Background: an optimization exercise with open tools, aiming at small area. Do not read the settings as production practice. The RTL was checked by simulation tests, not by an equivalence proof against the original design. Power is estimated from default activity; no workload was simulated.

==> flow/design.v <==
module reflow_link (
    input  wire        clk,
    input  wire        rst,
    input  wire        rx_valid,
    input  wire [7:0]  rx_data,
    output wire        rx_ready,
    input  wire        cmd_valid,
    input  wire [3:0]  cmd_op,
    input  wire [63:0] cmd_arg,
    output wire        cmd_ready,
    output wire        resp_valid,
    output wire [1:0]  resp_err,
    output wire [32:0] resp_data,
    output wire [6:0]  resp_count,
    output wire        tx_valid,
    output wire [7:0]  tx_data,
    output reg         telem_valid,
    output wire [7:0]  telem_mode,
    output wire [7:0]  telem_runmode,
    output wire [7:0]  telem_stage,
    output wire        telem_fan,
    output wire        telem_lamp,
    output wire [31:0] telem_temp1,
    output wire [31:0] telem_temp2,
    output wire [2:0]  telem_err
);
    localparam [3:0] OP_SENDMODE   = 4'd1;
    localparam [3:0] OP_SENDPROF   = 4'd2;
    localparam [3:0] OP_WCLEAR     = 4'd3;
    localparam [3:0] OP_WSNAP      = 4'd4;
    localparam [3:0] OP_SCUR       = 4'd5;
    localparam [3:0] OP_CONNECT    = 4'd6;
    localparam [3:0] OP_DISCONNECT = 4'd7;
    localparam [3:0] ST_SEEK1 = 4'd0;
    localparam [3:0] ST_SEEK2 = 4'd1;
    localparam [3:0] ST_LAST  = 4'd14;
    reg         link;
    reg  [3:0]  st;
    reg  [7:0]  f_mode, f_runmode, f_stage;
    reg         f_fan, f_lamp;
    reg  [31:0] f_t1;
    reg  [23:0] f_t2;
    reg         s_valid;
    reg  [7:0]  s_mode, s_runmode, s_stage;
    reg         s_fan, s_lamp;
    reg  [6:0]  wcnt;
    reg  [5:0]  q;
    reg  [64*33-1:0] ring;
    reg         wpend;
    reg  [1:0]  acnt;
    reg         acar;
    reg         pend;
    reg  [2:0]  r_k;
    reg  [3:0]  tx_st;
    reg         tx_prof;
    reg  [63:0] tx_arg;
    wire tx_idle = (tx_st == 4'd0);
    wire op_conn = (cmd_op == OP_CONNECT) || (cmd_op == OP_DISCONNECT);
    wire op_send = (cmd_op == OP_SENDMODE) || (cmd_op == OP_SENDPROF);
    wire op_snap = (cmd_op == OP_WSNAP);
    wire op_resv = (cmd_op == 4'd0) || cmd_op[3];
    wire snap_in = ({1'b0, cmd_arg[7:0]} < {2'b00, wcnt});
    wire [5:0] q_inc = q + 6'd1;
    wire snap_at = (q_inc == cmd_arg[5:0]);
    assign cmd_ready = !wpend && tx_idle && (!op_snap || !snap_in || snap_at);
    wire cmd_fire = cmd_valid && cmd_ready;
    assign rx_ready  = !wpend && !cmd_valid;
    wire rx_fire  = rx_valid && rx_ready;
    wire new_conn = cmd_fire && op_conn;
    wire wclear   = cmd_fire && (op_conn || cmd_op == OP_WCLEAR);
    wire rx_live = rx_fire && link;
    wire commit  = rx_live && (st == ST_LAST);
    always @(posedge clk) begin
        if (rst)
            link <= 1'b0;
        else if (new_conn)
            link <= (cmd_op == OP_CONNECT);
    end
    always @(posedge clk) begin
        if (rst || new_conn)
            st <= ST_SEEK1;
        else if (rx_live) begin
            case (st)
                ST_SEEK1: st <= (rx_data == 8'hFA) ? ST_SEEK2 : ST_SEEK1;
                ST_SEEK2: st <= (rx_data == 8'hAF) ? 4'd2 :
                                (rx_data == 8'hFA) ? ST_SEEK2 : ST_SEEK1;
                ST_LAST:  st <= ST_SEEK1;
                default:  st <= st + 4'd1;
            endcase
        end
    end
    wire [8:0] add_c;
    wire [8:0] add_o;
    wire adding = wpend && (acnt != 2'd3);
    assign add_c[0] = acar && (acnt != 2'd0);
    genvar gi;
    generate
        for (gi = 0; gi < 8; gi = gi + 1) begin : g_add
            assign add_o[gi]   = f_t1[gi] ^ f_t2[gi] ^ add_c[gi];
            assign add_c[gi+1] = (f_t1[gi] & f_t2[gi]) | (add_c[gi] & (f_t1[gi] ^ f_t2[gi]));
        end
    endgenerate
    assign add_o[8] = add_c[8];
    always @(posedge clk) begin
        if (rx_live) begin
            case (st)
                4'd2, ST_LAST: f_mode <= rx_data;
                4'd3:  f_runmode <= rx_data;
                4'd4:  f_stage   <= rx_data;
                4'd5:  f_fan     <= (rx_data != 8'd0);
                4'd6:  f_lamp    <= (rx_data != 8'd0);
                default: ;
            endcase
        end
    end
    always @(posedge clk) begin
        if (adding)
            f_t1 <= {add_o[7:0], f_t1[31:8]};
        else if (rx_live && (st >= 4'd7) && (st <= 4'd10))
            f_t1 <= {rx_data, f_t1[31:8]};
    end
    always @(posedge clk) begin
        if (adding)
            f_t2 <= {f_mode, f_t2[23:8]};
        else if (rx_live && (st >= 4'd11) && (st <= 4'd13))
            f_t2 <= {rx_data, f_t2[23:8]};
    end
    always @(posedge clk) begin
        if (adding)
            acar <= add_o[8];
    end
    always @(posedge clk) begin
        if (commit)
            acnt <= 2'd0;
        else if (adding)
            acnt <= acnt + 2'd1;
    end
    always @(posedge clk) begin
        if (rst || new_conn)
            s_valid <= 1'b0;
        else if (commit)
            s_valid <= 1'b1;
    end
    always @(posedge clk) begin
        if (commit) begin
            s_mode    <= f_mode;
            s_runmode <= f_runmode;
            s_stage   <= f_stage;
            s_fan     <= f_fan;
            s_lamp    <= f_lamp;
        end
    end
    always @(posedge clk) begin
        if (rst)
            telem_valid <= 1'b0;
        else
            telem_valid <= commit;
    end
    assign telem_mode    = s_mode;
    assign telem_runmode = s_runmode;
    assign telem_stage   = s_stage;
    assign telem_fan     = s_fan;
    assign telem_lamp    = s_lamp;
    assign telem_temp1   = f_t1;
    assign telem_temp2   = {f_mode, f_t2};
    assign telem_err     = {s_stage > 8'd5, s_runmode > 8'd2, s_mode > 8'd3};
    wire [32:0] sample = {add_o, f_t1[31:8]};
    wire        wr_hit = wpend && !adding && (q == wcnt[5:0]);
    wire        full   = wcnt[6];
    always @(posedge clk)
        ring <= {wr_hit ? sample : ring[32:0], ring[64*33-1:33]};
    always @(posedge clk)
        q <= (wr_hit && full) ? 6'd0 : q_inc;
    always @(posedge clk) begin
        if (rst || wclear)
            wcnt <= 7'd0;
        else if (wr_hit && !full)
            wcnt <= wcnt + 7'd1;
    end
    always @(posedge clk) begin
        if (rst)
            wpend <= 1'b0;
        else if (commit)
            wpend <= 1'b1;
        else if (wr_hit)
            wpend <= 1'b0;
    end
    always @(posedge clk)
        r_k <= {op_snap,
                (op_snap && snap_in) || (cmd_op == OP_SCUR) || op_resv,
                (op_send && !link) || op_resv};
    wire r_wait = r_k[2] && r_k[1];
    wire r_sess = (r_k == 3'b010);
    assign resp_valid = pend;
    always @(posedge clk) begin
        if (rst)
            pend <= 1'b0;
        else
            pend <= cmd_fire;
    end
    wire [26:0] sess_word = {1'b1, s_lamp, s_fan, s_stage, s_runmode, s_mode};
    assign resp_err   = {r_k[0], r_k[0] && r_k[1]};
    assign resp_count = r_k[2] ? wcnt : 7'd0;
    assign resp_data  = (r_wait ? ring[32:0] : 33'd0) |
                        {6'd0, (r_sess && s_valid) ? sess_word : 27'd0};
    wire tx_ld   = cmd_fire && link && op_send;
    wire tx_ldp  = tx_ld && cmd_op[1];
    wire tx_wrap = (tx_st != 4'd0) && (tx_st <= 4'd3);
    always @(posedge clk) begin
        if (rst) begin
            tx_st   <= 4'd9;
            tx_prof <= 1'b0;
        end else if (tx_ld) begin
            tx_st   <= 4'd1;
            tx_prof <= cmd_op[1];
        end else if (!tx_idle)
            tx_st <= (tx_st == (tx_prof ? 4'd11 : 4'd5)) ? 4'd0 : tx_st + 4'd1;
    end
    always @(posedge clk)
        tx_arg <= {(tx_wrap ? tx_arg[7:0] : 8'd0), tx_arg[63:8]} |
                  {{8{tx_ldp}} & cmd_arg[39:32], {8{tx_ldp}} & cmd_arg[31:24],
                   {8{tx_ldp}} & cmd_arg[23:16], {8{tx_ld}}  & cmd_arg[15:8],
                   {8{tx_ld}}  & cmd_arg[7:0],   {8{tx_ldp}} & cmd_arg[63:56],
                   {8{tx_ldp}} & cmd_arg[55:48], {8{tx_ldp}} & cmd_arg[47:40]};
    assign tx_valid = !tx_idle && (tx_prof || !tx_st[3]);
    assign tx_data  = (tx_st == 4'd1) ? 8'hFA :
                      (tx_st == 4'd2) ? 8'hAF :
                      (tx_st == 4'd3) ? {6'd0, tx_prof, !tx_prof} :
                      tx_arg[7:0];
endmodule
Settings: LEC_CHECK=0, CAP_MARGIN=20, CORE_MARGIN=2, CORE_UTILIZATION=60, CTS_BUF_LIST=sky130_fd_sc_hd__clkbuf_8, CTS_CLUSTER_DIAMETER=60, CTS_CLUSTER_SIZE=20, PLACE_DENSITY=0.75, SLEW_MARGIN=20; clock period 10.0 ns.
standard.sh (not shown) runs the stock make flow with config.mk's settings and CLKGATE_MAP_FILE= SYNTH_SCRIPT=/design/flow/synth_recipe.tcl, a recipe that flattens the netlist after the stock synthesis.
==> flow/flow/run.sh <==
#!/bin/bash
# Standard ORFS layout (the standard.sh) with two changes:
#  - ports are buffered with sky130_fd_sc_hd__buf_1 instead of the resizer's default choice;
#  - clock tree synthesis runs without dummy loads.
# All tool output goes to make.log in the work folder (ORFS keeps per-step logs under orfs/logs).
set -euo pipefail
export BUFFER_PORTS_ARGS="-buffer_cell sky130_fd_sc_hd__buf_1"
export CTS_ARGS="-sink_clustering_enable -repair_clock_nets -dont_use_dummy_load -buf_list sky130_fd_sc_hd__clkbuf_8 -sink_clustering_size 20 -sink_clustering_max_diameter 100"
bash standard.sh > make.log 2>&1
Rerun with:
--- a/flow/flow/run.sh
+++ b/flow/flow/run.sh
@@ -6,4 +6,4 @@
 set -euo pipefail
 export BUFFER_PORTS_ARGS="-buffer_cell sky130_fd_sc_hd__buf_1"
-export CTS_ARGS="-sink_clustering_enable -repair_clock_nets -dont_use_dummy_load -buf_list sky130_fd_sc_hd__clkbuf_8 -sink_clustering_size 20 -sink_clustering_max_diameter 100"
+export CTS_ARGS="-sink_clustering_enable -repair_clock_nets -dont_use_dummy_load -buf_list sky130_fd_sc_hd__clkbuf_8 -sink_clustering_size 20 -sink_clustering_max_diameter 80"
 bash standard.sh > make.log 2>&1
--- a/flow/config.mk
+++ b/flow/config.mk
@@ -10,5 +10,5 @@
 export CORE_UTILIZATION = 60
 export CTS_BUF_LIST = sky130_fd_sc_hd__clkbuf_8
-export CTS_CLUSTER_DIAMETER = 60
+export CTS_CLUSTER_DIAMETER = 80
 export CTS_CLUSTER_SIZE = 20
 export PLACE_DENSITY = 0.75
The changed run finished clean. Wire length went down by 0.35%. Clock power hardly moves. Cell area stays flat. Total power is about the same.

## afterwards: timing with drivers on the ports
No port has a modelled driver above. Below, the same layouts with a new extraction and two added sets of constraints. Step 1, drivers: a clkbuf_16 drives clk and a buf_2 each remaining input, both assumed. Step 2, shift: input delay + t, output delay - t, t = (earliest + latest rising clock arrival at the registers) / 2. This alone moves slack from input paths to output paths. Slacks: no drivers / after step 1 / after step 2; pairs: no drivers / after step 1.
run | shift t [ns] | setup WS [ns] | clock arrival spread, ns | worst register clock-pin slew, ns
the first run | 0.851 | 3.963 / 3.935 / 3.935 | 0.086 / 0.086 | 0.13 / 0.13
the second run | 0.829 | 3.998 / 3.973 / 3.973 | 0.087 / 0.087 | 0.12 / 0.12
After both steps setup and hold are still met in every run listed. The setup slack of the first run, which loses most, moves by -0.028 ns with the drivers and by -0.028 ns with both steps.
